Context: an optimization exercise on an open-source flow, tuned for small area. The choices shown serve that exercise and are no tape-out recipe. Function was checked by simulation only, so behaviour that the tests miss may differ from the original. The clock cells of runs 4 to 9 come from the design's own scripts or RTL, not from TritonCTS. The flow treats the clock pin as an ideal source. Dropping or thinning the clock tree relies on that and would not hold on a real chip. Power and IR drop assume default switching activity.

[flow/flow/run.sh]
#!/bin/bash
# The standard layout with two changes:
#  - after the standard synthesis, the combinational logic is mapped again with an area-oriented
#    ABC script (flip-flops, their names and cell types are kept exactly as synthesis made them);
#  - the port buffers are the smallest buffer cell;
#  - one clkbuf_16 drives the clock of every flip-flop.
set -euo pipefail
export BUFFER_PORTS_ARGS="-buffer_cell sky130_fd_sc_hd__buf_1"
R=orfs/results/sky130hd/gnx_link/base
LIB=$FLOW_HOME/platforms/sky130hd/lib/sky130_fd_sc_hd__tt_025C_1v80.lib

bash standard.sh synth > synth.log 2>&1
cp $R/1_2_yosys.v $R/1_2_yosys_std.v

yosys -p "read_liberty -ignore_miss_func $LIB; read_verilog $R/1_2_yosys_std.v; hierarchy -top $FLOW_TOP;
  setattr -mod -set keep_hierarchy 1 sky130_fd_sc_hd__*df* sky130_fd_sc_hd__conb_*; flatten; opt_clean;
  abc -script flow/area.abc -liberty $LIB -dont_use *lpflow* -dont_use *probe*; opt_clean -purge;
  hilomap -singleton -hicell sky130_fd_sc_hd__conb_1 HI -locell sky130_fd_sc_hd__conb_1 LO;
  insbuf -buf sky130_fd_sc_hd__buf_1 A X; splitnets; opt_clean -purge; stat -liberty $LIB;
  select $FLOW_TOP; write_verilog -noattr -nohex -nodec -selected $R/1_2_yosys_remap.v" > remap.log 2>&1
# one clock buffer drives every flip-flop
sed -e 's/\.CLK(clk)/.CLK(clk_root)/' \
    -e "s/^module $FLOW_TOP(.*/&\n  wire clk_root;\n  sky130_fd_sc_hd__clkbuf_16 clk_root_buf (.A(clk), .X(clk_root));/" \
    $R/1_2_yosys_remap.v > $R/1_2_yosys.v
rm -f $R/1_synth.odb $R/1_synth.sdc

bash standard.sh > standard.log 2>&1
[flow/flow/area.abc]
strash
dch
map -a
[flow/standard.sh]
#!/bin/bash
# synth_recipe.tcl (not shown) runs the flow's synth.tcl, then flattens the netlist and writes it again
# the make line also repeats each setting of config.mk as NAME=value (left out here)
make -C /OpenROAD-flow-scripts/flow DESIGN_CONFIG=/design/flow/config.mk WORK_HOME=/design/flow/orfs CLKGATE_MAP_FILE= SYNTH_SCRIPT=/design/flow/synth_recipe.tcl "${@:-finish}"
[flow/config.mk]
export PLATFORM = sky130hd
export DESIGN_NAME = gnx_link
export DESIGN_NICKNAME = gnx_link
export VERILOG_FILES = /design/flow/design.v
export SDC_FILE = /design/flow/constraint.sdc
export NUM_CORES = 4
export LEC_CHECK = 0
export CAP_MARGIN = 20
export CORE_MARGIN = 2
export CORE_UTILIZATION = 40
export SLEW_MARGIN = 20
[flow/constraint.sdc]
create_clock -name core_clock -period 5.0 [get_ports {clk}]
set_input_delay 1.0000 -clock core_clock [delete_from_list [all_inputs] [get_ports {clk}]]
set_output_delay 1.0000 -clock core_clock [all_outputs]
set_load 0.01 [all_outputs]
[flow/design.v]
module gnx_tx (
    input  wire       clk,
    input  wire       rst,
    input  wire       in_valid,
    output wire       in_ready,
    input  wire [7:0] in_data,
    input  wire       in_last,
    output wire       out_valid,
    input  wire       out_ready,
    output reg  [7:0] out_data,
    output wire       out_last
);
    localparam T_CH    = 3'd0;
    localparam T_CMD   = 3'd1;
    localparam T_ALIGN = 3'd2;    
    localparam T_PRE   = 3'd3;    
    localparam T_COL   = 3'd4;    
    localparam T_HDR   = 3'd5;
    localparam T_DATA  = 3'd6;
    localparam T_TAIL  = 3'd7;    
    reg [2:0] state;
    reg [2:0] c;          
    reg [2:0] n;          
    reg       last_seen;  
    reg       drop;       
    reg [6:0] cks;
    reg [7:0] b0, b1, b2, b3, b4, b5;
    wire full = (n == 3'd7);
    assign out_valid = (state == T_PRE) || (state == T_DATA) || (state == T_TAIL) ||
                       (state == T_HDR && (!full || in_valid));
    assign out_last  = (state == T_TAIL) && c[0];
    wire cmd_bad = b5[7] || in_data[7];
    assign in_ready = (state == T_CH) || (state == T_COL) || (state == T_CMD) ||
                      (state == T_DATA && full && out_ready);
    wire take = in_valid && in_ready;
    wire xfer = out_valid && out_ready;
    always @(*) begin
        case (state)
            T_PRE: case (c)
                3'd0:    out_data = 8'hF0;
                3'd1:    out_data = 8'h00;
                3'd2:    out_data = 8'h00;
                3'd3:    out_data = 8'h10;
                3'd5:    out_data = 8'h56;
                default: out_data = {1'b0, b0[6:0]};
            endcase
            T_HDR:   out_data = {1'b0, b0[7], b1[7], b2[7], b3[7], b4[7], b5[7], full & in_data[7]};
            T_TAIL:  out_data = c[0] ? 8'hF7 : {1'b0, cks};
            default: out_data = {1'b0, b0[6:0]};
        endcase
    end
    wire shift = (take && !drop && !(state == T_CMD && cmd_bad)) ||
                 (state == T_ALIGN && c != 3'd6) ||
                 (xfer && state == T_PRE && (c == 3'd4 || c == 3'd6)) ||
                 (xfer && state == T_DATA);
    always @(posedge clk) begin
        if (shift) begin
            b0 <= b1;
            b1 <= b2;
            b2 <= b3;
            b3 <= b4;
            b4 <= b5;
            b5 <= {in_data[7] & take, in_data[6:0]};
        end
    end
    always @(posedge clk) begin
        if (rst) begin
            state     <= T_CH;
            c         <= 3'd0;
            n         <= 3'd0;
            last_seen <= 1'b0;
            drop      <= 1'b0;
            cks       <= 7'h70;    
        end else begin
            if (xfer && (state == T_PRE || state == T_HDR || state == T_DATA))
                cks <= cks ^ out_data[6:0];
            case (state)
                T_CH: if (take) begin
                    c <= 3'd1;
                    if (!in_last)
                        state <= T_CMD;
                    else
                        c <= 3'd0;
                end
                T_CMD: if (take) begin
                    c         <= 3'd2;
                    last_seen <= in_last;
                    if (cmd_bad) begin
                        if (in_last) begin
                            state <= T_CH;
                            c     <= 3'd0;
                        end else begin
                            drop  <= 1'b1;
                            state <= T_COL;
                        end
                    end else begin
                        state <= T_ALIGN;
                    end
                end
                T_ALIGN: begin
                    if (c != 3'd6)
                        c <= c + 3'd1;
                    else begin
                        c     <= 3'd0;
                        state <= (n == 3'd0) ? T_PRE : T_HDR;
                    end
                end
                T_PRE: if (xfer) begin
                    if (c == 3'd6) begin
                        c     <= 3'd0;
                        state <= last_seen ? T_TAIL : T_COL;
                    end else
                        c <= c + 3'd1;
                end
                T_COL: if (take) begin
                    if (drop) begin
                        if (in_last) begin
                            drop  <= 1'b0;
                            state <= T_CH;
                        end
                    end else begin
                        c         <= c + 3'd1;
                        last_seen <= in_last;
                        n         <= (n == 3'd5 && !in_last) ? 3'd7 : n + 3'd1;
                        if (in_last || n == 3'd5)
                            state <= T_ALIGN;
                    end
                end
                T_HDR: if (xfer)
                    state <= T_DATA;
                T_DATA: if (xfer) begin
                    n <= n - 3'd1;
                    if (full)
                        last_seen <= in_last;
                    if (n == 3'd1)
                        state <= last_seen ? T_TAIL : T_COL;
                end
                T_TAIL: if (xfer) begin
                    if (c[0]) begin
                        state <= T_CH;
                        c     <= 3'd0;
                        cks   <= 7'h70;
                    end else
                        c <= 3'd1;
                end
                default: state <= T_CH;
            endcase
        end
    end
endmodule
module gnx_rx (
    input  wire       clk,
    input  wire       rst,
    input  wire       in_valid,
    output wire       in_ready,
    input  wire [7:0] in_data,
    input  wire       in_last,
    output wire       out_valid,
    input  wire       out_ready,
    output wire [7:0] out_data,
    output wire       out_last,
    output wire [2:0] out_status
);
    reg [3:0] cnt;       
    reg [6:0] d1;        
    reg [7:0] pend;      
    reg [7:0] sh;        
    reg [6:0] cks;       
    reg       bad;       
    reg       idbad;     
    wire in_pay = cnt[3];                         
    wire is_hdr = (sh[6:0] == 7'd0);
    wire emit   = (cnt == 4'd7) || (in_pay && !is_hdr);    
    assign out_valid = in_valid && (in_last || emit);
    assign in_ready  = (in_last || emit) ? out_ready : 1'b1;
    assign out_data  = pend;
    assign out_last  = in_last;
    wire take = in_valid && in_ready;
    wire pack_ok = !sh[0] && ((sh & (sh - 8'd1)) == 8'd0);
    assign out_status = (bad || !in_pay || in_data != 8'hF7) ? 3'd1 :
                        (cks != 7'd0)                        ? 3'd2 :
                        idbad                                ? 3'd3 :
                        !pack_ok                             ? 3'd4 : 3'd0;
    always @(posedge clk) begin
        if (take)
            d1 <= in_data[6:0];
        if (take && !in_last && (cnt == 4'd5 || emit))
            pend <= {sh[7] & in_pay, d1};
    end
    always @(posedge clk) begin
        if (rst || (take && in_last)) begin
            cnt   <= 4'd0;
            sh    <= 8'h80;
            cks   <= 7'd0;
            bad   <= 1'b0;
            idbad <= 1'b0;
        end else if (take) begin
            if (!in_pay)
                cnt <= cnt + 4'd1;
            if (cnt == 4'd0) begin
                if (in_data != 8'hF0)
                    bad <= 1'b1;
            end else begin
                if (in_data[7])
                    bad <= 1'b1;
                cks <= cks ^ in_data[6:0];
            end
            case (cnt)
                4'd1, 4'd2: if (in_data[6:0] != 7'h00) idbad <= 1'b1;
                4'd3:       if (in_data[6:0] != 7'h10) idbad <= 1'b1;
                4'd5:       if (in_data[6:0] != 7'h56) idbad <= 1'b1;
                default: ;
            endcase
            if (in_pay)
                sh <= is_hdr ? {d1, 1'b1} : {sh[6:0], 1'b0};
        end
    end
endmodule
module gnx_link (
    input  wire       clk,
    input  wire       rst,
    input  wire       tx_in_valid,
    output wire       tx_in_ready,
    input  wire [7:0] tx_in_data,
    input  wire       tx_in_last,
    output wire       tx_out_valid,
    input  wire       tx_out_ready,
    output wire [7:0] tx_out_data,
    output wire       tx_out_last,
    input  wire       rx_in_valid,
    output wire       rx_in_ready,
    input  wire [7:0] rx_in_data,
    input  wire       rx_in_last,
    output wire       rx_out_valid,
    input  wire       rx_out_ready,
    output wire [7:0] rx_out_data,
    output wire       rx_out_last,
    output wire [2:0] rx_out_status
);
    gnx_tx u_tx (
        .clk(clk), .rst(rst),
        .in_valid(tx_in_valid), .in_ready(tx_in_ready), .in_data(tx_in_data), .in_last(tx_in_last),
        .out_valid(tx_out_valid), .out_ready(tx_out_ready), .out_data(tx_out_data),
        .out_last(tx_out_last)
    );
    gnx_rx u_rx (
        .clk(clk), .rst(rst),
        .in_valid(rx_in_valid), .in_ready(rx_in_ready), .in_data(rx_in_data), .in_last(rx_in_last),
        .out_valid(rx_out_valid), .out_ready(rx_out_ready), .out_data(rx_out_data),
        .out_last(rx_out_last), .out_status(rx_out_status)
    );
endmodule
==> results of run 1 <==
[cells in the final DEF (no fill, tap or decap), drive strengths merged, types with 3 or more instances in the layout]
| cell | count |
|---|---|
| clkbuf | 10 |
| or2 | 3 |
| nand2 | 34 |
| o221ai | 4 |
| a21oi | 31 |
| nor4 | 5 |
| nor2 | 72 |
| nand4 | 6 |
| clkinv | 68 |
| a221oi | 3 |
| o21ai | 27 |
| edfxtp | 63 |
| dfxtp | 39 |
| xor2 | 8 |
| nor3 | 23 |
| nand3 | 9 |
| buf | 49 |
| a31oi | 16 |
| inv | 6 |
| o31ai | 4 |
| a211oi | 16 |
[metrics by stage]
stage               total power, W  std cells  area (µm²)  worst slack (ns)  hold slack [ns]
floorplan                 0.001346        449        4404             1.572           0.4003
global placement          0.001265        636        4740             1.681           0.4005
detailed placement        0.001266        636        4740             1.569           0.4045
CTS                       0.001769        652        4922             1.174           0.4295
global route              0.001838        652        4927            0.8358           0.4389
finish                    0.001754        652        4927             1.134           0.4227
[layer usage]
layer,global-route usage [%],vias to the layer above,part of all wire (%)
met4,7.509,0,2.2
met1,23.87,1624,46
met2,24.89,136,44
met5,0,-,0
met3,3.108,24,7.0
li1,-,1736,-
[power by group through the flow]
stage	Sequential (W)	Combinational, W	Clock [W]
5_1_grt	0.00105	0.000237	0.000554
2_1_floorplan	0.00104	0.000144	0.000160
6_report	0.00104	0.000210	0.000506
4_1_cts	0.00104	0.000209	0.000522
3_5_place_dp	0.00106	0.000208	0
3_3_place_gp	0.00106	0.000208	0
[critical path, cell delays in order (launching register included)]
cell and delay, ns:
dfxtp_1 0.65, clkinv_1 0.43, nor2_1 0.25, clkinv_1 0.18
nor2_1 0.24, clkinv_1 0.12, nor2_1 0.15, o21ai_0 0.11
a31oi_1 0.19, buf_1 0.17
[registers in the layout, summed over array words and instances, names as in the netlist, 3 cells and up]
signal,flops
u_rx.cnt,4
u_tx.b2,8
u_tx.b3,8
u_rx.d1,7
u_rx.sh,8
u_tx.b0,8
u_tx.b4,8
u_tx.b5,8
u_rx.pend,8
u_tx.state,3
u_tx.c,3
u_rx.cks,7
u_tx.b1,8
u_tx.cks,7
u_tx.n,3
[worst max path at each step]
stage | startpoint | slack [ns] | end | cells past startpoint
floorplan | tx_out_ready | 1.57 | u_tx.b0[0] | 5
global placement | u_tx.state[1] | 1.68 | tx_out_data[1] | 9
detailed placement | tx_out_ready | 1.57 | u_tx.b2[0] | 7
CTS | u_tx.state[1] | 1.17 | tx_out_data[2] | 9
global route | u_tx.state[1] | 0.84 | tx_out_data[2] | 9
finish | u_tx.state[1] | 1.13 | tx_out_data[2] | 9
[final cells by class]
cell class                 count  area, µm²
fill                        1016       5866
clock buffer                  10      127.6
sequential                   102       2673
multi-input combinational    277       1454
clock inverter                 6      55.05
tap                          140      175.2
inverter                      68      255.2
timing repair buffer          49      187.7
==> impl_metrics.tcl, run 1 <==
set metrics [dict create \
    wl_um 9557 \
    n_antenna_cell 0 \
    critPathCaptureType "primary output" \
    fin_setup_tns_ns 0 \
    vias_per_cell 5.399 \
    gp_routability_congestion 0.9679 \
    cts_max_level 3 \
    hpwl_um 6896 \
    detail_route.wl_per_cell_um 14.66 \
    cp.required_ns 4.00 \
    drt_iter0_markers 184 \
    tightestPinTransition_ns 1.031 \
    grt_pass1_wl_um 15480 \
    antenna_left 0 \
    clkTransAtPathRegs_ns 0.11 \
    grt_max_degree 31 \
    final_hold_viol_count 0 \
    fin_nets 531 \
    antenna_found_initial 0 \
    route.detailed.drc 0 \
    insertion_delay_ns 0.38 \
    utilization_pct 45.65 \
    switching_share_pct 28.60 \
    clkPwrFrac_pct 28.8 \
    grt_pass1_vias 3179 \
    p_comb_share_pct 12.0 \
    syn_nets 473 \
    worstSetupStartpointType "flop" \
    cap_viol_max_count 0 \
    cts_hold_buf 0 \
    min_from "u_tx.b1[6]" \
    cts_buffers 9 \
    port_buffers 48 \
    dieArea_mm2 0.01187 \
    drive_above_1_share_pct 4.492 \
    power_density_mw_per_mm2 356.0 \
    critical_path_class "reg2out" \
    r2r-start "u_tx.state[2]" \
    seq_power_share_pct 59.2 \
    fmax_mhz 258.7 \
    crit_fanout 16 \
    die_w_um 108.9 \
    peakVddDrop_mv 0.2467 \
    p_leak_nw 1.566 \
    post_cts.repair.setup_buffers 0 \
    setup_viol 0 \
    overflow 0 \
    synth.avg_cell_area_um2 9.809 \
    intPower_w 0.001253 \
    cts_root_buf "clkbuf_8" \
    post-route-period-util_pct 77.32 \
    hold_depth 0 \
    r2r_end "u_tx.b2[0]" \
    worstPathArrival_ns 2.87 \
    cts_sinks 102 \
    outcome "no timing/DRC/antenna violations" \
    synth_cells 449 \
    vias 3520 \
    dr.pass1.iters 5 \
    min_period_ns 3.866 \
    clockBufferDepth 2 \
    drv_slew 0 \
    yosys_warnings 2 \
    ios 49 \
    hp-class "reg2reg" \
    cts_tree "done" \
    cts_resized 0 \
    grt_use_total_pct 16.78 \
    coreArea_mm2 0.01079 \
    ff2ff_setup_slack_ns 1.59 \
    area_growth_syn_to_layout_pct 11.88 \
    initial_core_util_pct 40.81 \
    skew_ns 0.01108 \
    rr_worst_depth 8 \
    rsz0062_at_grt "no" \
    die_h_um 108.9 \
    power_switching_w 0.0005017 \
    rows 38 \
    maxSlewHeadroom_pct 30.78 \
    synth.cell_area_mm2 0.004404 \
    hold_end "u_tx.b0[6]" \
]
==> run 2: changes to the inputs <==
--- a/flow/flow/run.sh
+++ b/flow/flow/run.sh
@@ -1,9 +1,10 @@
 #!/bin/bash
-# The standard layout with two changes:
+# The standard layout with three changes:
 #  - after the standard synthesis, the combinational logic is mapped again with an area-oriented
 #    ABC script (flip-flops, their names and cell types are kept exactly as synthesis made them);
 #  - the port buffers are the smallest buffer cell;
-#  - one clkbuf_16 drives the clock of every flip-flop.
+#  - the clock tree is one clkbuf_16 that drives the clock of every flip-flop, placed at their
+#    centre (flow/clock_buffer.tcl runs before CTS and takes the place of clock_tree_synthesis).
 set -euo pipefail
 export BUFFER_PORTS_ARGS="-buffer_cell sky130_fd_sc_hd__buf_1"
 R=orfs/results/sky130hd/gnx_link/base
@@ -18,10 +19,8 @@
   hilomap -singleton -hicell sky130_fd_sc_hd__conb_1 HI -locell sky130_fd_sc_hd__conb_1 LO;
   insbuf -buf sky130_fd_sc_hd__buf_1 A X; splitnets; opt_clean -purge; stat -liberty $LIB;
   select $FLOW_TOP; write_verilog -noattr -nohex -nodec -selected $R/1_2_yosys_remap.v" > remap.log 2>&1
-# one clock buffer drives every flip-flop
-sed -e 's/\.CLK(clk)/.CLK(clk_root)/' \
-    -e "s/^module $FLOW_TOP(.*/&\n  wire clk_root;\n  sky130_fd_sc_hd__clkbuf_16 clk_root_buf (.A(clk), .X(clk_root));/" \
-    $R/1_2_yosys_remap.v > $R/1_2_yosys.v
+cp $R/1_2_yosys_remap.v $R/1_2_yosys.v
 rm -f $R/1_synth.odb $R/1_synth.sdc
 
+export PRE_CTS_TCL=$PWD/flow/clock_buffer.tcl
 bash standard.sh > standard.log 2>&1
==> flow/flow/clock_buffer.tcl (new file) <==
# Runs before CTS: one clkbuf_16 between the clock port and every flip-flop clock pin, placed at
# the centre of the flip-flops; TritonCTS is then skipped, and CTS's repair and detailed
# placement that follow in cts.tcl legalize it.
set block [ord::get_db_block]
set clk_net [$block findNet clk]
set pins {}
set sx 0
set sy 0
foreach it [$clk_net getITerms] {
  set inst [$it getInst]
  if { [[$inst getMaster] isSequential] } {
    lappend pins [$inst getName]/[[$it getMTerm] getName]
    set loc [$inst getLocation]
    set sx [expr { $sx + [lindex $loc 0] }]
    set sy [expr { $sy + [lindex $loc 1] }]
  }
}
set n [llength $pins]
set dbu [$block getDbUnitsPerMicron]
set x [expr { double($sx) / $n / $dbu }]
set y [expr { double($sy) / $n / $dbu }]
puts "clock_buffer: $n flip-flops, buffer at $x $y"
insert_buffer -buffer_cell sky130_fd_sc_hd__clkbuf_16 -net clk -load_pins [get_pins $pins] \
  -location [list $x $y] -buffer_name clkbuf_root -net_name clk_root
[$block findNet clk_root] setSigType CLOCK
[$block findNet clk] setSigType CLOCK
proc clock_tree_synthesis { args } { puts "clock_tree_synthesis skipped: $args" }
==> impl_metrics.tcl, run 2 <==
set metrics [dict create \
    outcome "did not finish" \
    stop_stage "4_1_cts" \
    error_line "Error: cts.tcl, 6 invalid command name \"NULL\"" \
    synth.cell_area_mm2 0.004379 \
    ios 49 \
    syn_nets 472 \
    dpl_cell_area_mm2 0.004745 \
    synth_cells 448 \
    gp_routability_congestion 0.9423 \
    yosys_warnings 2 \
    die_h_um 108.6 \
    synth.avg_cell_area_um2 9.775 \
    die_w_um 108.6 \
    initial_core_util_pct 40.75 \
    rows 38 \
    hpwl_um 7148 \
    port_buffers 48 \
]
## run 2: power by group through the flow
| stage | logic, W | registers [W] | clock network (W) |
|---|---|---|---|
| floorplan | 0.000144 | 0.00104 | 0 |
| detailed placement | 0.000210 | 0.00106 | 0 |
| global placement | 0.000211 | 0.00106 | 0 |
## run 2: worst min path at each step
stage,start,end
floorplan,u_tx.b1[0],u_tx.b0[0]
global placement,u_tx.b1[3],u_tx.b0[3]
detailed placement,u_tx.b1[2],u_tx.b0[2]
## run 2: metrics by stage
step           utilization (%)  cells  setup slack (ns)
3_5_place_dp             44.15    636             1.599
3_3_place_gp             44.11    636             1.594
2_1_floorplan                -    448             1.572
==> run 3: changes to the inputs <==
==> flow/flow/clock_buffer.tcl (replaced) <==
# Runs before CTS: one clkbuf_16 between the clock port and its loads (only flip-flop clock
# pins), placed at
# the centre of the flip-flops; TritonCTS is then skipped, and CTS's repair and detailed
# placement that follow in cts.tcl legalize it.
set block [ord::get_db_block]
set clk_net [$block findNet clk]
set n 0
set sx 0
set sy 0
foreach it [$clk_net getITerms] {
  set inst [$it getInst]
  if { [[$inst getMaster] isSequential] } {
    incr n
    set loc [$inst getLocation]
    set sx [expr { $sx + [lindex $loc 0] }]
    set sy [expr { $sy + [lindex $loc 1] }]
  }
}
set dbu [$block getDbUnitsPerMicron]
set x [expr { double($sx) / $n / $dbu }]
set y [expr { double($sy) / $n / $dbu }]
puts "clock_buffer: $n flip-flops, buffer at $x $y"
insert_buffer -buffer_cell sky130_fd_sc_hd__clkbuf_16 -net clk -location [list $x $y] -buffer_name clkbuf_root -net_name clk_root
[$block findNet clk_root] setSigType CLOCK
[$block findNet clk] setSigType CLOCK
proc clock_tree_synthesis { args } { puts "clock_tree_synthesis skipped: $args" }
==> impl_metrics.tcl, run 3 <==
set metrics [dict create \
    outcome "did not finish" \
    stop_stage "4_1_cts" \
    error_line "Error: cts.tcl, 6 invalid command name \"NULL\"" \
    die_w_um 108.6 \
    synth.avg_cell_area_um2 9.775 \
    gp_routability_congestion 0.9423 \
    initial_core_util_pct 40.75 \
    syn_nets 472 \
    rows 38 \
    ios 49 \
    dpl_cell_area_mm2 0.004745 \
    synth.cell_area_mm2 0.004379 \
    hpwl_um 7148 \
    synth_cells 448 \
    yosys_warnings 2 \
    port_buffers 48 \
    die_h_um 108.6 \
]
-- run 3: worst max-delay path by stage --
stage / cells after the start / endpoint
after floorplan: 5 / u_tx.b0[0]
after global placement: 7 / u_tx.b4[0]
after detailed placement: 9 / tx_out_data[1]
-- run 3: metrics by stage --
stage               power (W)  setup slack [ns]  cells
global placement     0.001268             1.594    636
floorplan            0.001186             1.572    448
detailed placement   0.001269             1.599    636
-- run 3: power groups by stage --
| stage | logic [W] | clock network, W | registers [W] |
|---|---|---|---|
| floorplan | 0.000144 | 0 | 0.00104 |
| global placement | 0.000211 | 0 | 0.00106 |
| detailed placement | 0.000210 | 0 | 0.00106 |
==> run 4: changes to the inputs <==
--- a/flow/flow/run.sh
+++ b/flow/flow/run.sh
@@ -3,8 +3,8 @@
 #  - after the standard synthesis, the combinational logic is mapped again with an area-oriented
 #    ABC script (flip-flops, their names and cell types are kept exactly as synthesis made them);
 #  - the port buffers are the smallest buffer cell;
-#  - the clock tree is one clkbuf_16 that drives the clock of every flip-flop, placed at their
-#    centre (flow/clock_buffer.tcl runs before CTS and takes the place of clock_tree_synthesis).
+#  - the clock tree is four clkbuf_16, each driving the clocks of a quarter of the flip-flops
+#    (flow/clock_buffer.tcl runs before CTS and takes the place of clock_tree_synthesis).
 set -euo pipefail
 export BUFFER_PORTS_ARGS="-buffer_cell sky130_fd_sc_hd__buf_1"
 R=orfs/results/sky130hd/gnx_link/base
==> flow/flow/clock_buffer.tcl (replaced) <==
# Runs before CTS (PRE_CTS_TCL) in place of TritonCTS: the flip-flops are split by position into
# four groups of about the same size, and each group gets its own clock buffer, driven by the
# clock port and placed at the group's centre. CTS's timing repair and detailed placement that
# follow in cts.tcl legalize the buffers.
# split the clock loads into groups by position, one clock buffer per group at its centre
proc clock_buffers { ngroups cell } {
  set block [ord::get_db_block]
  set dbu [$block getDbUnitsPerMicron]
  set items {}
  foreach p [sta::net_load_pins [get_nets clk]] {
    set loc [[[sta::sta_to_db_pin $p] getInst] getLocation]
    lappend items [list $p [lindex $loc 0] [lindex $loc 1]]
  }
  # four groups: halves by x, each split in halves by y; otherwise columns by x
  set items [lsort -real -index 1 $items]
  set n [llength $items]
  set groups {}
  if { $ngroups == 4 } {
    set half [expr { $n / 2 }]
    foreach part [list [lrange $items 0 [expr {$half-1}]] [lrange $items $half end]] {
      set part [lsort -real -index 2 $part]
      set h2 [expr { [llength $part] / 2 }]
      lappend groups [lrange $part 0 [expr {$h2-1}]] [lrange $part $h2 end]
    }
  } else {
    for {set g 0} {$g < $ngroups} {incr g} {
      lappend groups [lrange $items [expr {$g*$n/$ngroups}] [expr {($g+1)*$n/$ngroups-1}]]
    }
  }
  set k 0
  foreach grp $groups {
    set sx 0; set sy 0; set pins {}
    foreach it $grp { lappend pins [lindex $it 0]; set sx [expr {$sx+[lindex $it 1]}]; set sy [expr {$sy+[lindex $it 2]}] }
    set m [llength $grp]
    set buf [sta::sta_to_db_inst [insert_buffer -buffer_cell $cell -net clk -load_pins $pins \
      -location [list [expr {double($sx)/$m/$dbu}] [expr {double($sy)/$m/$dbu}]] \
      -buffer_name clkbuf_root$k -net_name clk_root$k]]
    foreach it [$buf getITerms] { if { [$it getNet] ne "NULL" } { [$it getNet] setSigType CLOCK } }
    puts "clock_buffer: [$buf getName] drives $m flip-flops"
    incr k
  }
}

clock_buffers 4 sky130_fd_sc_hd__clkbuf_16
proc clock_tree_synthesis { args } { puts "clock_tree_synthesis skipped: $args" }
==> impl_metrics.tcl, run 4 <==
set metrics [dict create \
    critPathCaptureType "primary output" \
    final_common_cell "nor2_1" \
    cts_hold_buf 0 \
    yosys_warnings 2 \
    n_antenna_cell 0 \
    rr_worst_depth 8 \
    hp-class "reg2reg" \
    grt_pass1_vias 3149 \
    fmax_mhz 270.1 \
    setup_viol 0 \
    grt_use_total_pct 16.09 \
    post-route-period-util_pct 74.06 \
    fin_setup_tns_ns 0 \
    crit_fanout 16 \
    clkTransAtPathRegs_ns 0.10 \
    antenna_left 0 \
    slowest_stage "dfxtp_1" \
    die_w_um 108.6 \
    worstSetupStartpointType "flop" \
    ios 49 \
    hpwl_um 7148 \
    vias_per_cell 5.356 \
    gp_routability_congestion 0.9423 \
    crit_buf_inv 4 \
    peakVddDrop_mv 0.2415 \
    power_density_mw_per_mm2 331.6 \
    hold_depth 0 \
    vias 3428 \
    detail_route.wl_per_cell_um 15.02 \
    synth.avg_cell_area_um2 9.775 \
    port_buffers 48 \
    dr.pass1.iters 5 \
    wl_um 9611 \
    antenna_found_initial 0 \
    insertion_delay_ns 0.17 \
    utilization_pct 45.09 \
    drv_slew 0 \
    grt_max_degree 33 \
    overflow 0 \
    tightestPinTransition_ns 1.040 \
    area_growth_syn_to_layout_pct 10.63 \
    p_leak_nw 1.521 \
    crit_chain "clkinv_1 -> nor2_1 -> clkinv_1 -> nor2_1 -> clkinv_1 -> nor2_1 -> o21ai_0 -> a31oi_1 -> buf_1" \
    synth.cell_area_mm2 0.004379 \
    min_period_ns 3.703 \
    coreArea_mm2 0.01075 \
    max_stage_delay_ns 0.65 \
    worstPathArrival_ns 2.70 \
    post_cts.repair.setup_buffers 0 \
    crit_family "buffers and inverters" \
    final_cell_mix "72 x nor2_1, 68 x clkinv_1, 63 x edfxtp_1" \
    outcome "no timing/DRC/antenna violations" \
    cap_viol_max_count 0 \
    fin_nets 526 \
    route.detailed.drc 0 \
    final_hold_viol_count 0 \
    syn_nets 472 \
    cp.required_ns 4.00 \
    maxSlewHeadroom_pct 30.23 \
    critical_path_class "reg2out" \
    drive_above_1_share_pct 2.400 \
    grt_pass1_wl_um 15480 \
    synth_cells 448 \
    initial_core_util_pct 40.75 \
    rows 38 \
    die_h_um 108.6 \
    dieArea_mm2 0.01180 \
    whs_ns 0.4045 \
    cts_resized 0 \
    drt_iter0_markers 264 \
    rsz0062_at_grt "no" \
    crit_cells 9 \
    skew_ns 0.01929 \
]
[run 4: power by group]
part,leakage (nW),switching (W),total [W],internal (W)
Combinational,0.550,0.000150,0.000212,0.0000626
Clock,0.0493,0.000206,0.000354,0.000147
Sequential,0.922,0.0000443,0.00104,0.000996
[run 4: area by class of cell, without the clock buffers]
cell class                      instances  area (µm²)
Fill cell                            1062        5901
Sequential cell                       102        2673
Multi-Input combinational cell        277        1454
Inverter                               68       255.2
Timing Repair Buffer                   49       187.7
Tap cell                              140       175.2
[run 4: final timing paths]
path | start | to | slack (ns)
min | u_tx.b1[0] | u_tx.b0[0] | 0.40
max reg2reg | u_tx.state[2] | u_tx.b1[0] | 1.62
max | u_tx.state[1] | tx_out_data[1] | 1.30
min reg2reg | u_tx.b1[0] | u_tx.b0[0] | 0.40
[run 4: worst reg2reg max path: cells and delay by family, from the launching register on]
family	cells	cell delay, ns
buf+inv	4	1.05
compound gates	2	1.04
simple gates	2	0.47
flops	1	0.52
[run 4: metrics by stage]
stage / area (µm²) / setup slack [ns] / total power [W] / cells
2_1_floorplan: 4379 / 1.572 / 0.001186 / 448
3_3_place_gp: 4740 / 1.594 / 0.001268 / 636
3_5_place_dp: 4745 / 1.599 / 0.001269 / 636
4_1_cts: 4845 / 1.578 / 0.001537 / 640
5_1_grt: 4845 / 1.021 / 0.001682 / 640
6_report: 4845 / 1.297 / 0.001606 / 640
[run 4: layer usage]
layer	global-route usage, %	part of all wire, %	up-vias	routed length, µm
met5	0	0	-	0
met4	2.930	2.0	0	193
met3	0.5380	4.5	13	435
met2	26.34	46	93	4430
met1	24.21	47	1606	4553
li1	-	-	1716	-
==> run 5: changes to the inputs <==
--- a/flow/flow/run.sh
+++ b/flow/flow/run.sh
@@ -1,7 +1,7 @@
 #!/bin/bash
 # The standard layout with three changes:
 #  - after the standard synthesis, the combinational logic is mapped again with an area-oriented
-#    ABC script (flip-flops, their names and cell types are kept exactly as synthesis made them);
+#    ABC script (flow/area.abc: a timed &deepsyn search, then amap; flip-flops, their names and cell types are kept exactly as synthesis made them);
 #  - the port buffers are the smallest buffer cell;
 #  - the clock tree is four clkbuf_16, each driving the clocks of a quarter of the flip-flops
 #    (flow/clock_buffer.tcl runs before CTS and takes the place of clock_tree_synthesis).
==> flow/flow/area.abc (replaced) <==
strash
&get -n
&deepsyn -T 30
&put
dch -f
amap
==> impl_metrics.tcl, run 5 <==
set metrics [dict create \
    outcome "no timing/DRC/antenna violations" \
    gp_routability_congestion 0.9622 \
    antenna_left 0 \
    slowest_stage "or4_1" \
    n_antenna_cell 0 \
    final_common_cell "nor2_1" \
    die_w_um 105.4 \
    cap_viol_max_count 0 \
    setup_viol 0 \
    ff2ff_setup_slack_ns 1.40 \
    worstPathArrival_ns 2.65 \
    dieArea_mm2 0.01111 \
    fmax_mhz 274.2 \
    detail_route.wl_per_cell_um 13.91 \
    post_cts.repair.setup_buffers 0 \
    grt_pass1_vias 2870 \
    final_cell_mix "75 x nor2_1, 63 x edfxtp_1, 57 x clkinv_1" \
    dpl_cell_area_mm2 0.004462 \
    initial_core_util_pct 40.58 \
    finalWorstSetupSlack_ns 1.353 \
    critPathCaptureType "primary output" \
    peakVddDrop_mv 0.1805 \
    ios 49 \
    grt_max_degree 49 \
    r2r-start "u_rx.sh[2]" \
    critical_path_class "in2out" \
    grt_pass1_wl_um 13520 \
    fill_cells 962 \
    crit_fanout 3 \
    vias 3062 \
    drt_iter0_markers 234 \
    cp.required_ns 4.00 \
    crit_chain "buf_1 -> clkinv_1 -> or4_1 -> nor4_1 -> o2111a_1 -> buf_1" \
    rr_worst_depth 11 \
    crit_buf_inv 3 \
    hold_end "u_tx.b0[1]" \
    yosys_warnings 2 \
    p_leak_nw 1.466 \
    min_from "u_tx.b1[1]" \
    antenna_found_initial 0 \
    fin_area_mm2 0.004587 \
    power_density_mw_per_mm2 389.3 \
    hp-class "reg2reg" \
    area_growth_syn_to_layout_pct 11.50 \
    cts_resized 0 \
    die_h_um 105.4 \
    drv_slew 0 \
    drive_above_1_share_pct 1.573 \
    synth.cell_area_mm2 0.004114 \
    maxSlewHeadroom_pct 33.50 \
    worstSetupStartpointType "input pin" \
    min_period_ns 3.647 \
    seq_area_mm2 0.002673 \
    skew_ns 0.007815 \
    grt_use_total_pct 14.29 \
    insertion_delay_ns 0.16 \
    port_buffers 48 \
    overflow 0 \
    multi_input_area_mm2 0.001225 \
    cts_hold_buf 0 \
    synth_cells 392 \
    r2r_end "u_rx.pend[3]" \
    pre_cts_ws_ns 1.324 \
    vias_per_cell 5.270 \
    tightestPinTransition_ns 0.9870 \
    fin_nets 471 \
    wl_um 8080 \
    crit_family "simple AND/OR/NAND/NOR gates" \
    hpwl_um 5960 \
    max_stage_delay_ns 0.47 \
    route.detailed.drc 0 \
    dr.pass1.iters 4 \
    rows 37 \
    synth.avg_cell_area_um2 10.49 \
    syn_nets 416 \
    rsz0062_at_grt "no" \
    post-route-period-util_pct 72.94 \
    hold_depth 0 \
    coreArea_mm2 0.01014 \
    fin_setup_tns_ns 0 \
    clkTransAtPathRegs_ns 0.09 \
    crit_top_cell "buf_1" \
    final_hold_viol_count 0 \
]
run 5: worst max-delay path by stage:
stage,startpoint,cells after the start,end
floorplan,tx_out_ready,5,u_tx.b0[0]
global placement,rx_in_data[0],6,rx_out_status[2]
detailed placement,rx_in_data[0],6,rx_out_status[2]
CTS,u_rx.sh[2],10,u_rx.pend[2]
global route,u_rx.sh[2],11,u_rx.pend[2]
finish,rx_in_data[0],6,rx_out_status[2]
run 5: layout make-up, without the clock buffers:
type,instances,area share (%)
timing repair buffer,50,4.474
inverter,57,4.664
tap,136,3.710
sequential,102,58.27
multi-input combinational,232,26.70
run 5: worst register-to-register path, cell delays in order, from the launching register on:
cell and delay (ns):
dfxtp_1 0.36, nor4_1 0.36, nor2b_1 0.28, nand3_1 0.18, o22ai_1 0.19, nor2_1 0.07, nor2_1 0.12, nor2_1 0.07
nor2_1 0.51, clkinv_1 0.29, nor3_1 0.61, clkbuf_2 0.28
run 5: stage by stage:
| stage | hold WS, ns | cells | util, % | total power, W |
|---|---|---|---|---|
| finish | 0.4247 | 581 | 45.24 | 0.001786 |
| floorplan | 0.4003 | 392 | - | 0.001347 |
| global route | 0.4323 | 581 | 45.24 | 0.001885 |
| CTS | 0.4045 | 579 | 45.00 | 0.001719 |
| detailed placement | 0.4045 | 575 | 44.01 | 0.001451 |
| global placement | 0.4006 | 575 | 44.01 | 0.001440 |
run 5: routing by layer:
metal / part of all wire [%] / global-route usage [%]
met1: 48 / 20.39
met2: 45 / 23.55
met3: 4.2 / 0.9276
met4: 2.7 / 4.095
met5: 0 / 0
run 5: power by group:
part | leakage, nW | internal, W | switching [W] | total [W]
Clock | 0.0493 | 0.000147 | 0.000197 | 0.000344
Combinational | 0.500 | 0.0000896 | 0.000194 | 0.000284
Sequential | 0.917 | 0.00109 | 0.0000633 | 0.00116
==> run 6: changes to the inputs <==
==> flow/flow/run.sh (replaced) <==
#!/bin/bash
# The standard layout with three changes:
#  - after the standard synthesis, the combinational logic is mapped again with an area-oriented
#    ABC script (a timed &deepsyn search, then amap, best of four seeds; flip-flops, their names and cell types are kept exactly as synthesis made them);
#  - the port buffers are the smallest buffer cell;
#  - the clock tree is four clkbuf_16, each driving the clocks of a quarter of the flip-flops
#    (flow/clock_buffer.tcl runs before CTS and takes the place of clock_tree_synthesis).
set -euo pipefail
export BUFFER_PORTS_ARGS="-buffer_cell sky130_fd_sc_hd__buf_1"
R=orfs/results/sky130hd/gnx_link/base
LIB=$FLOW_HOME/platforms/sky130hd/lib/sky130_fd_sc_hd__tt_025C_1v80.lib

bash standard.sh synth > synth.log 2>&1
cp $R/1_2_yosys.v $R/1_2_yosys_std.v

# four seeds of the search in parallel; the smallest result is kept
for S in 1 2 3 4; do
  printf 'strash\n&get -n\n&deepsyn -T 30 -S %d\n&put\ndch -f\namap\n' $S > area_$S.abc
  yosys -p "read_liberty -ignore_miss_func $LIB; read_verilog $R/1_2_yosys_std.v; hierarchy -top $FLOW_TOP;
    setattr -mod -set keep_hierarchy 1 sky130_fd_sc_hd__*df* sky130_fd_sc_hd__conb_*; flatten; opt_clean;
    abc -script area_$S.abc -liberty $LIB -dont_use *lpflow* -dont_use *probe*; opt_clean -purge;
    hilomap -singleton -hicell sky130_fd_sc_hd__conb_1 HI -locell sky130_fd_sc_hd__conb_1 LO;
    insbuf -buf sky130_fd_sc_hd__buf_1 A X; splitnets; opt_clean -purge; tee -o remap_$S.stat stat -liberty $LIB;
    select $FLOW_TOP; write_verilog -noattr -nohex -nodec -selected $R/1_2_yosys_remap_$S.v" > remap_$S.log 2>&1 &
done
wait
best=$(for S in 1 2 3 4; do echo "$(grep 'Chip area for top module' remap_$S.stat | awk '{print $NF}') $S"; done | sort -g | head -1 | awk '{print $2}')
echo "remap: seed $best kept" | tee remap.log
cp $R/1_2_yosys_remap_$best.v $R/1_2_yosys_remap.v
cp $R/1_2_yosys_remap.v $R/1_2_yosys.v
rm -f $R/1_synth.odb $R/1_synth.sdc

export PRE_CTS_TCL=$PWD/flow/clock_buffer.tcl
bash standard.sh > standard.log 2>&1
removed: flow/flow/area.abc
==> impl_metrics.tcl, run 6 <==
set metrics [dict create \
    outcome "no timing/DRC/antenna violations" \
    intPower_w 0.001316 \
    seq_power_share_pct 65.0 \
    dr.pass1.iters 5 \
    fin_setup_tns_ns 0 \
    synth.avg_cell_area_um2 10.75 \
    fin_nets 460 \
    rsz0062_at_grt "no" \
    power_density_mw_per_mm2 385.8 \
    clkPwrFrac_pct 20.0 \
    hold_end "u_tx.b2[1]" \
    die_h_um 105.1 \
    setup_viol 0 \
    peakVddDrop_mv 0.1803 \
    post_cts.repair.setup_buffers 0 \
    wl_um 7839 \
    post-route-period-util_pct 78.50 \
    coreArea_mm2 0.009864 \
    grt_max_degree 37 \
    cp.required_ns 4.00 \
    r2r-start "u_rx.sh[2]" \
    skew_ns 0.01323 \
    grt_pass1_wl_um 13130 \
    drt_iter0_markers 205 \
    critical_path_class "reg2out" \
    p_leak_nw 1.434 \
    area_growth_syn_to_layout_pct 11.39 \
    vias_per_cell 5.323 \
    drv_slew 0 \
    power_switching_w 0.0004402 \
    n_antenna_cell 0 \
    maxSlewHeadroom_pct 36.33 \
    grt_use_total_pct 13.87 \
    crit_fanout 10 \
    critPathCaptureType "primary output" \
    cap_viol_max_count 0 \
    cts_resized 0 \
    insertion_delay_ns 0.16 \
    rr_worst_depth 11 \
    p_comb_share_pct 14.9 \
    fin_area_mm2 0.004551 \
    rows 36 \
    gp_routability_congestion 0.9345 \
    r2r_end "u_rx.sh[3]" \
    final_common_cell "nor2_1" \
    switching_share_pct 25.07 \
    whs_ns 0.4164 \
    cts_hold_buf 0 \
    clkTransAtPathRegs_ns 0.10 \
    drive_above_1_share_pct 1.843 \
    dpl_cell_area_mm2 0.004443 \
    fill_cells 933 \
    dp_cells 562 \
    min_period_ns 3.925 \
    final_cell_count_no_fill 567 \
    port_buffers 48 \
    overflow 0 \
    min_from "u_tx.b3[1]" \
    utilization_pct 46.13 \
    ff2ff_setup_slack_ns 1.11 \
    initial_core_util_pct 41.41 \
    synth_cells 380 \
    worstSetupStartpointType "flop" \
    hpwl_um 5674 \
    yosys_warnings 2 \
    vias 3018 \
    hold_depth 0 \
    tightestPinTransition_ns 0.9450 \
    detail_route.wl_per_cell_um 13.83 \
    final_hold_viol_count 0 \
    antenna_left 0 \
    final_cell_mix "71 x nor2_1, 63 x edfxtp_1, 54 x clkinv_1" \
    dieArea_mm2 0.01104 \
    grt_pass1_vias 2751 \
    antenna_found_initial 0 \
    hp-class "reg2reg" \
    die_w_um 105.1 \
    syn_nets 404 \
    route.detailed.drc 0 \
    startpoint "u_tx.state[1]" \
    ios 49 \
    synth.cell_area_mm2 0.004085 \
    fmax_mhz 254.8 \
    worstPathArrival_ns 2.93 \
]
## run 6: power by group through the flow
stage                     Sequential (W)  Combinational (W)  Clock (W)
after floorplan                  0.00114           0.000181          0
after global placement           0.00116           0.000262          0
after detailed placement         0.00116           0.000262          0
after CTS                        0.00116           0.000263   0.000266
after global routing             0.00116           0.000295   0.000398
final                            0.00114           0.000262   0.000352
## run 6: cell type report, without the clock buffers
cell class,count,area [µm²],area share [%]
inverter,54,202.7,4.454
tap,133,166.4,3.657
multi-input combinational,223,1206,26.51
sequential,102,2673,58.73
timing repair buffer,51,202.7,4.454
## run 6: worst max-delay path, stage by stage (launching register included)
cell and delay, ns:
dfxtp_1 0.52, clkinv_1 0.30, nor2_1 0.24, clkinv_1 0.13
nor2_1 0.16, clkinv_1 0.13, o31ai_1 0.49, nor2_1 0.14
a221oi_1 0.36, o21ai_0 0.14, buf_1 0.15
## run 6: routing by layer
metal | part of all wire (%) | GRT usage, %
met5 | 0 | 0
met4 | 2.4 | 2.857
met3 | 7.0 | 1.934
met2 | 43 | 21.80
met1 | 48 | 20.49
## run 6: how the worst max path moves through the flow
stage | end | slack (ns)
after global routing | tx_out_data[5] | 0.76
after CTS | u_rx.cks[2] | 0.93
after global placement | u_rx.cks[1] | 1.10
final | tx_out_data[5] | 1.07
after floorplan | tx_out_data[5] | 1.73
after detailed placement | u_rx.cks[2] | 0.96
## run 6: stage by stage
step	worst slack [ns]	total power [W]
global placement	1.100	0.001420
global route	0.7632	0.001851
finish	1.075	0.001756
detailed placement	0.9593	0.001425
floorplan	1.727	0.001326
CTS	0.9316	0.001693
==> run 7: changes to the inputs <==
--- a/flow/design.v
+++ b/flow/design.v
@@ -12,9 +12,9 @@
 );
     localparam T_CH    = 3'd0;
     localparam T_CMD   = 3'd1;
-    localparam T_ALIGN = 3'd2;    
-    localparam T_PRE   = 3'd3;    
-    localparam T_COL   = 3'd4;    
+    localparam T_COL   = 3'd2;    
+    localparam T_ALIGN = 3'd3;    
+    localparam T_PRE   = 3'd4;    
     localparam T_HDR   = 3'd5;
     localparam T_DATA  = 3'd6;
     localparam T_TAIL  = 3'd7;    
@@ -22,10 +22,10 @@
     reg [2:0] c;          
     reg [2:0] n;          
     reg       last_seen;  
-    reg       drop;       
-    reg [6:0] cks;
+    reg [6:0] cks;        
     reg [7:0] b0, b1, b2, b3, b4, b5;
     wire full = (n == 3'd7);
+    wire drop = (n == 3'd6);
     assign out_valid = (state == T_PRE) || (state == T_DATA) || (state == T_TAIL) ||
                        (state == T_HDR && (!full || in_valid));
     assign out_last  = (state == T_TAIL) && c[0];
@@ -69,10 +69,9 @@
             c         <= 3'd0;
             n         <= 3'd0;
             last_seen <= 1'b0;
-            drop      <= 1'b0;
-            cks       <= 7'h70;    
+            cks       <= 7'd0;
         end else begin
-            if (xfer && (state == T_PRE || state == T_HDR || state == T_DATA))
+            if (xfer && !(state == T_PRE && c == 3'd0) && !(state == T_TAIL && c[0]))
                 cks <= cks ^ out_data[6:0];
             case (state)
                 T_CH: if (take) begin
@@ -90,7 +89,7 @@
                             state <= T_CH;
                             c     <= 3'd0;
                         end else begin
-                            drop  <= 1'b1;
+                            n     <= 3'd6;
                             state <= T_COL;
                         end
                     end else begin
@@ -115,7 +114,7 @@
                 T_COL: if (take) begin
                     if (drop) begin
                         if (in_last) begin
-                            drop  <= 1'b0;
+                            n     <= 3'd0;
                             state <= T_CH;
                         end
                     end else begin
@@ -139,7 +138,6 @@
                     if (c[0]) begin
                         state <= T_CH;
                         c     <= 3'd0;
-                        cks   <= 7'h70;
                     end else
                         c <= 3'd1;
                 end
--- a/flow/flow/clock_buffer.tcl
+++ b/flow/flow/clock_buffer.tcl
@@ -41,5 +41,5 @@
   }
 }
 
-clock_buffers 4 sky130_fd_sc_hd__clkbuf_16
+clock_buffers 4 sky130_fd_sc_hd__buf_12
 proc clock_tree_synthesis { args } { puts "clock_tree_synthesis skipped: $args" }
==> impl_metrics.tcl, run 7 <==
set metrics [dict create \
    ios 49 \
    overflow 0 \
    cap_viol_max_count 0 \
    r2r_end "u_rx.sh[0]" \
    peakVddDrop_mv 0.2007 \
    routed.top_layer "met4" \
    final_common_cell "nor2_1" \
    post-route-period-util_pct 73.14 \
    final_hold_viol_count 0 \
    p_leak_nw 1.434 \
    dr_wl_met3_um 482 \
    rsz0062_at_grt "no" \
    n_antenna_cell 0 \
    die_w_um 104.7 \
    drt_iter0_markers 154 \
    area_growth_syn_to_layout_pct 11.44 \
    fill_cells 948 \
    finalWorstSetupSlack_ns 1.343 \
    rows 36 \
    cts_hold_buf 0 \
    die_h_um 104.7 \
    min_from "u_tx.b4[5]" \
    hpwl_um 5948 \
    hold_depth 0 \
    min_period_ns 3.657 \
    outcome "no timing/DRC/antenna violations" \
    post_cts.repair.setup_buffers 0 \
    ff2ff_setup_slack_ns 1.37 \
    gp_routability_congestion 0.9097 \
    power_density_mw_per_mm2 353.6 \
    route.detailed.drc 0 \
    vias_per_cell 5.296 \
    grt_pass1_vias 2657 \
    setup_viol 0 \
    fin_nets 464 \
    coreArea_mm2 0.009819 \
    power_w 0.001599 \
    cp.required_ns 4.00 \
    dr.pass1.iters 4 \
    wl_met2_um 3633 \
    grt_use_total_pct 14.18 \
    whs_ns 0.4180 \
    hold_end "u_tx.b3[5]" \
    insertion_delay_ns 0.13 \
    port_buffers 48 \
    initial_core_util_pct 41.31 \
    startpoint "u_tx.state[1]" \
    fin_setup_tns_ns 0 \
    drive_above_1_share_pct 1.826 \
    fmax_mhz 273.4 \
    utilization_pct 46.04 \
    critPathCaptureType "primary output" \
    r2r-start "u_rx.sh[4]" \
    wl_met1_um 3926 \
    yosys_warnings 2 \
    detail_route.wl_per_cell_um 14.31 \
    hp-class "reg2reg" \
    synth.cell_area_mm2 0.004056 \
    worstSetupStartpointType "flop" \
    crit_fanout 12 \
    wl_um 8171 \
    final_cell_mix "80 x nor2_1, 63 x edfxtp_1, 48 x clkinv_1, 48 x buf_1, 38 x dfxtp_1" \
    synth_cells 384 \
    skew_ns 0.01112 \
    antenna_found_initial 0 \
    dieArea_mm2 0.01096 \
    grt_max_degree 49 \
    clkTransAtPathRegs_ns 0.10 \
    grt_pass1_wl_um 13210 \
    antenna_left 0 \
    pre_cts_ws_ns 1.315 \
    rr_worst_depth 12 \
    tightestPinTransition_ns 0.9486 \
    maxSlewHeadroom_pct 36.53 \
    cts_resized 0 \
    worstPathArrival_ns 2.66 \
    drv_slew 0 \
    critical_path_class "reg2out" \
    synth.avg_cell_area_um2 10.56 \
    syn_nets 408 \
    vias 3024 \
]
[run 7: where the power goes]
part / switching (W) / internal (W)
combinational: 0.000176 / 0.0000752
clock: 0.000194 / 0.000130
sequential: 0.0000349 / 0.000987
[run 7: metrics by stage]
step | cell area (µm²) | std cells
finish | 4521 | 571
global route | 4521 | 571
CTS | 4521 | 571
detailed placement | 4441 | 567
global placement | 4441 | 567
floorplan | 4064 | 384
[run 7: worst max path at each step]
stage	slack, ns	cells after the start	end
3_3_place_gp	1.34	7	u_rx.sh[5]
2_1_floorplan	0.59	2	u_tx.b0[0]
4_1_cts	1.32	7	u_rx.sh[0]
5_1_grt	0.96	12	u_rx.sh[0]
6_report	1.34	8	tx_out_data[0]
3_5_place_dp	1.32	7	u_rx.sh[0]
[run 7: worst max-delay path, cell delays in order (launching register included)]
cell	delay [ns]
dfxtp_1	0.43
clkinv_1	0.27
nand2_1	0.18
o21ai_0	0.12
o21ai_0	0.47
clkinv_1	0.46
a21oi_1	0.36
clkinv_1	0.11
buf_1	0.13
[run 7: cell type report, without the clock buffers]
cell class                 count  area (µm²)  share of cell area [%]
timing repair buffer          51       202.7                   4.484
sequential                   101        2653                   58.68
inverter                      48       180.2                   3.986
multi-input combinational    234        1239                   27.40
tap                          133       166.4                   3.681
[run 7: per-layer routing]
metal / vias to the layer above / GRT usage, %
li1: 1504 / -
met1: 1413 / 21.98
met2: 94 / 22.27
met3: 13 / 1.435
met4: 0 / 1.524
met5: - / 0
==> run 8: changes to the inputs <==
--- a/flow/flow/clock_buffer.tcl
+++ b/flow/flow/clock_buffer.tcl
@@ -41,5 +41,5 @@
   }
 }
 
-clock_buffers 4 sky130_fd_sc_hd__buf_12
+clock_buffers 4 sky130_fd_sc_hd__clkbuf_16
 proc clock_tree_synthesis { args } { puts "clock_tree_synthesis skipped: $args" }
==> impl_metrics.tcl, run 8 <==
set metrics [dict create \
    power_w 0.001615 \
    pre_cts_ws_ns 1.315 \
    power_switching_w 0.0004058 \
    p_comb_share_pct 15.6 \
    critical_path_class "reg2out" \
    grt_pass1_vias 2642 \
    worstPathArrival_ns 2.71 \
    drv_slew 0 \
    final_hold_viol_count 0 \
    die_h_um 104.7 \
    worstSetupStartpointType "flop" \
    ios 49 \
    clkTransAtPathRegs_ns 0.10 \
    whs_ns 0.4158 \
    hp-class "reg2reg" \
    die_w_um 104.7 \
    peakVddDrop_mv 0.1838 \
    coreArea_mm2 0.009819 \
    cp.required_ns 4.00 \
    antenna_left 0 \
    clkPwrFrac_pct 21.1 \
    drive_above_1_share_pct 1.826 \
    cap_viol_max_count 0 \
    rsz0062_at_grt "no" \
    post-route-period-util_pct 74.18 \
    fill_cells 947 \
    switching_share_pct 25.13 \
    wl_um 8149 \
    critPathCaptureType "primary output" \
    vias_per_cell 5.285 \
    tightestPinTransition_ns 0.9594 \
    intPower_w 0.001209 \
    finalWorstSetupSlack_ns 1.291 \
    synth.cell_area_mm2 0.004056 \
    final_cell_mix "80 x nor2_1, 63 x edfxtp_1, 48 x clkinv_1, 48 x buf_1, 38 x dfxtp_1" \
    fin_setup_tns_ns 0 \
    dieArea_mm2 0.01096 \
    cts_resized 0 \
    n_antenna_cell 0 \
    yosys_warnings 2 \
    hpwl_um 5948 \
    skew_ns 0.01166 \
    route.detailed.drc 0 \
    grt_max_degree 49 \
    syn_nets 408 \
    post_cts.repair.setup_buffers 0 \
    synth_cells 384 \
    fin_nets 464 \
    final_common_cell "nor2_1" \
    grt_pass1_wl_um 13210 \
    dr.pass1.iters 4 \
    initial_core_util_pct 41.31 \
    antenna_found_initial 0 \
    detail_route.wl_per_cell_um 14.27 \
    vias 3018 \
    power_density_mw_per_mm2 355.7 \
    maxSlewHeadroom_pct 35.80 \
    overflow 0 \
    seq_power_share_pct 63.3 \
    rows 36 \
    fmax_mhz 269.6 \
    insertion_delay_ns 0.16 \
    dp_cells 567 \
    min_period_ns 3.709 \
    crit_fanout 12 \
    gp_routability_congestion 0.9097 \
    setup_viol 0 \
    drt_iter0_markers 158 \
    area_growth_syn_to_layout_pct 11.94 \
    port_buffers 48 \
    outcome "no timing/DRC/antenna violations" \
    cts_hold_buf 0 \
    grt_use_total_pct 14.19 \
    synth.avg_cell_area_um2 10.56 \
    p_leak_nw 1.445 \
    final_cell_count_no_fill 571 \
]
## run 8: power groups by stage
stage	clock (W)	combinational, W	sequential (W)
finish	0.000342	0.000252	0.00102
global route	0.000383	0.000281	0.00103
CTS	0.000265	0.000252	0.00104
detailed placement	0	0.000251	0.00104
global placement	0	0.000250	0.00104
floorplan	0	0.000173	0.00103
## run 8: path summary, 6_finish.rpt
kind	cells past startpoint	endpoint	start	slack, ns
setup / recovery	8	tx_out_data[0]	u_tx.state[1]	1.29
hold / removal	0	u_tx.b3[5]	u_tx.b4[5]	0.42
setup reg to reg	12	u_rx.sh[0]	u_rx.sh[2]	1.38
hold reg to reg	0	u_tx.b3[5]	u_tx.b4[5]	0.42
## run 8: worst max-delay path, stage by stage (launching register included)
cell,delay [ns]
dfxtp_1,0.43
clkinv_1,0.27
nand2_1,0.18
o21ai_0,0.12
o21ai_0,0.48
clkinv_1,0.47
a21oi_1,0.36
clkinv_1,0.11
buf_1,0.13
## run 8: metal layers
layer / wire length (µm) / track usage [%]
met4: 116 / 1.524
met3: 469 / 1.497
met1: 3922 / 21.98
met2: 3640 / 22.27
met5: 0 / 0
## run 8: through the flow
step / cell area [µm²] / utilization (%)
final: 4541 / 46.24
after global routing: 4541 / 46.24
after CTS: 4541 / 46.24
after detailed placement: 4441 / 45.22
after global placement: 4441 / 45.22
after floorplan: 4064 / -
## run 8: layout make-up, without the clock buffers
type | count | area (µm²) | share of cell area [%]
sequential | 101 | 2653 | 58.42
multi-input combinational | 234 | 1239 | 27.28
timing repair buffer | 51 | 202.7 | 4.464
inverter | 48 | 180.2 | 3.968
tap | 133 | 166.4 | 3.665
==> run 9: changes to the inputs <==
--- a/flow/design.v
+++ b/flow/design.v
@@ -159,43 +159,41 @@
     output wire       out_last,
     output wire [2:0] out_status
 );
-    reg [3:0] cnt;       
+    reg       in_pay;    
+    reg [7:0] sh;        
     reg [6:0] d1;        
     reg [7:0] pend;      
-    reg [7:0] sh;        
     reg [6:0] cks;       
     reg       bad;       
     reg       idbad;     
-    wire in_pay = cnt[3];                         
+    wire pre    = !in_pay;
     wire is_hdr = (sh[6:0] == 7'd0);
-    wire emit   = (cnt == 4'd7) || (in_pay && !is_hdr);    
+    wire emit   = pre ? sh[7] : !is_hdr;      
     assign out_valid = in_valid && (in_last || emit);
     assign in_ready  = (in_last || emit) ? out_ready : 1'b1;
     assign out_data  = pend;
     assign out_last  = in_last;
     wire take = in_valid && in_ready;
     wire pack_ok = !sh[0] && ((sh & (sh - 8'd1)) == 8'd0);
-    assign out_status = (bad || !in_pay || in_data != 8'hF7) ? 3'd1 :
-                        (cks != 7'd0)                        ? 3'd2 :
-                        idbad                                ? 3'd3 :
-                        !pack_ok                             ? 3'd4 : 3'd0;
+    assign out_status = (bad || pre || in_data != 8'hF7) ? 3'd1 :
+                        (cks != 7'd0)                    ? 3'd2 :
+                        idbad                            ? 3'd3 :
+                        !pack_ok                         ? 3'd4 : 3'd0;
     always @(posedge clk) begin
         if (take)
             d1 <= in_data[6:0];
-        if (take && !in_last && (cnt == 4'd5 || emit))
+        if (take && !in_last && ((pre && sh[5]) || emit))
             pend <= {sh[7] & in_pay, d1};
     end
     always @(posedge clk) begin
         if (rst || (take && in_last)) begin
-            cnt   <= 4'd0;
-            sh    <= 8'h80;
-            cks   <= 7'd0;
-            bad   <= 1'b0;
-            idbad <= 1'b0;
+            in_pay <= 1'b0;
+            sh     <= 8'h01;
+            cks    <= 7'd0;
+            bad    <= 1'b0;
+            idbad  <= 1'b0;
         end else if (take) begin
-            if (!in_pay)
-                cnt <= cnt + 4'd1;
-            if (cnt == 4'd0) begin
+            if (pre && sh[0]) begin
                 if (in_data != 8'hF0)
                     bad <= 1'b1;
             end else begin
@@ -203,14 +201,16 @@
                     bad <= 1'b1;
                 cks <= cks ^ in_data[6:0];
             end
-            case (cnt)
-                4'd1, 4'd2: if (in_data[6:0] != 7'h00) idbad <= 1'b1;
-                4'd3:       if (in_data[6:0] != 7'h10) idbad <= 1'b1;
-                4'd5:       if (in_data[6:0] != 7'h56) idbad <= 1'b1;
-                default: ;
-            endcase
-            if (in_pay)
-                sh <= is_hdr ? {d1, 1'b1} : {sh[6:0], 1'b0};
+            if (pre && (((sh[1] || sh[2]) && in_data[6:0] != 7'h00) ||
+                        (sh[3] && in_data[6:0] != 7'h10) ||
+                        (sh[5] && in_data[6:0] != 7'h56)))
+                idbad <= 1'b1;
+            if (pre && sh[7])
+                in_pay <= 1'b1;
+            else if (!pre && is_hdr)
+                sh <= {d1, 1'b1};
+            else
+                sh <= {sh[6:0], 1'b0};
         end
     end
 endmodule
==> impl_metrics.tcl, run 9 <==
set metrics [dict create \
    outcome "no timing/DRC/antenna violations" \
    setup_viol 0 \
    post-route-period-util_pct 72.95 \
    coreArea_mm2 0.009684 \
    drive_above_1_share_pct 1.891 \
    finalWorstSetupSlack_ns 1.353 \
    area_growth_syn_to_layout_pct 12.00 \
    insertion_delay_ns 0.16 \
    ff2ff_setup_slack_ns 1.45 \
    route.detailed.drc 0 \
    final_hold_viol_count 0 \
    hpwl_um 5601 \
    cts_resized 0 \
    synth_cells 370 \
    r2r_end "u_rx.cks[3]" \
    critPathCaptureType "primary output" \
    die_w_um 103.6 \
    rows 36 \
    dr.pass1.iters 5 \
    pre_cts_ws_ns 1.459 \
    cap_viol_max_count 0 \
    tightestPinTransition_ns 0.9753 \
    max_stage_delay_ns 0.53 \
    fin_setup_tns_ns 0 \
    final_common_cell "nor2_1" \
    seq_area_mm2 0.002592 \
    hp-class "reg2reg" \
    fin_nets 449 \
    drv_slew 0 \
    synth.cell_area_mm2 0.003971 \
    gp_routability_congestion 0.8808 \
    dieArea_mm2 0.01074 \
    detail_route.wl_per_cell_um 13.95 \
    p_leak_nw 1.374 \
    min_period_ns 3.647 \
    cp.required_ns 4.00 \
    crit_fanout 9 \
    grt_pass1_wl_um 12990 \
    clkTransAtPathRegs_ns 0.10 \
    whs_ns 0.4132 \
    crit_top_cell "clkinv_1" \
    critical_path_class "reg2out" \
    rr_worst_depth 13 \
    ios 49 \
    worstPathArrival_ns 2.65 \
    fill_cells 925 \
    grt_pass1_vias 2738 \
    syn_nets 394 \
    r2r-start "u_rx.sh[2]" \
    hold_end "u_tx.b0[0]" \
    dpl_cell_area_mm2 0.004343 \
    multi_input_area_mm2 0.001221 \
    min_from "u_tx.b1[0]" \
    peakVddDrop_mv 0.1727 \
    antenna_found_initial 0 \
    crit_chain "clkinv_1 -> nor2_1 -> clkinv_1 -> nor2_1 -> clkinv_1 -> nor2_1 -> clkinv_1 -> o22ai_1 -> nor3_1 -> or2_0 -> buf_1" \
    drt_iter0_markers 115 \
    overflow 0 \
    cts_hold_buf 0 \
    n_antenna_cell 0 \
    port_buffers 48 \
    vias 2952 \
    rsz0062_at_grt "no" \
    hold_depth 0 \
    grt_use_total_pct 13.94 \
    worstSetupStartpointType "flop" \
    vias_per_cell 5.309 \
    final_cell_mix "68 x nor2_1, 63 x edfxtp_1, 48 x buf_1" \
    maxSlewHeadroom_pct 34.98 \
    die_h_um 103.6 \
    post_cts.repair.setup_buffers 0 \
    grt_max_degree 49 \
    slowest_stage "dfxtp_1" \
    antenna_left 0 \
    skew_ns 0.01645 \
    yosys_warnings 2 \
    power_density_mw_per_mm2 313.9 \
    fmax_mhz 274.2 \
    synth.avg_cell_area_um2 10.73 \
    wl_um 7758 \
    initial_core_util_pct 41.01 \
    fin_area_mm2 0.004448 \
]
[run 9: critical path, delay by kind of cell, from the launching register on]
family	cells	cell delay (ns)
buf+inv	5	0.87
simple gates	5	0.92
flops	1	0.53
compound gates	1	0.17
[run 9: metal layers]
layer	track usage, %	up-vias	share of wire [%]
met2	22.99	96	45
met4	2.124	0	1.6
li1	-	1464	-
met1	20.26	1382	48
met5	0	-	0
met3	1.699	10	5.5
[run 9: cell type report, without the clock buffers]
cell class,count,area share [%]
flip-flops and latches,98,58.28
multi-input cells,225,27.45
repair buffers,50,4.388
inverters,46,3.882
well taps,133,3.741
[run 9: stage by stage]
stage | utilization (%) | power (W) | std cells
2_1_floorplan | - | 0.001026 | 370
5_1_grt | 45.93 | 0.001452 | 556
6_report | 45.93 | 0.001396 | 556
3_3_place_gp | 44.85 | 0.001068 | 552
3_5_place_dp | 44.85 | 0.001072 | 552
4_1_cts | 45.88 | 0.001334 | 556
[run 9: worst max path at each step]
stage | cells after the start | startpoint | slack (ns) | end
after floorplan | 3 | tx_out_ready | 1.07 | u_tx.b0[0]
after global placement | 7 | rx_in_data[4] | 1.52 | rx_out_status[2]
after detailed placement | 11 | u_rx.sh[2] | 1.46 | u_rx.pend[4]
after CTS | 11 | u_rx.sh[2] | 1.43 | u_rx.pend[4]
after global routing | 13 | u_rx.sh[1] | 0.92 | u_rx.cks[1]
final | 11 | u_tx.state[0] | 1.35 | tx_out_data[6]
[run 9: power breakdown]
group / internal, W / switching, W
Sequential: 0.000916 / 0.0000223
Combinational: 0.0000360 / 0.0000796
Clock: 0.000147 / 0.000195

static timing again, ports no longer ideal:
Ports are ideal in the flow. The routed layouts listed here were re-timed in OpenROAD.
Step 1 sets driving cells, clkbuf_16 on the clock port and buf_2 on the other inputs (assumed; they add their load-dependent delay and slew).
Step 2 moves the port delays by t, midway between the first and last clock arrival at a register: inputs arrive t later, outputs are due t later. That takes back most of the time a late clock gives input paths.
a / b / c = ideal ports / drivers / drivers and shift; a / b = the first two.
run	shift t [ns]	slack for setup (ns)	latest minus earliest clock arrival (ns)
run 1	0.393	1.134 / 1.110 / 1.503	0.017 / 0.018
run 4	0.237	1.297 / 1.217 / 1.454	0.020 / 0.020
run 5	0.235	1.353 / 1.312 / 1.332	0.012 / 0.012
run 6	0.231	1.075 / 1.001 / 1.109	0.014 / 0.013
run 7	0.212	1.343 / 1.259 / 1.260	0.011 / 0.011
run 8	0.229	1.291 / 1.216 / 1.266	0.012 / 0.011
run 9	0.231	1.353 / 1.278 / 1.444	0.016 / 0.016
After both steps setup and hold are still met in every run listed. For run 7, which loses most, drivers alone change the setup slack by -0.084 ns; drivers and shift together by -0.083 ns.
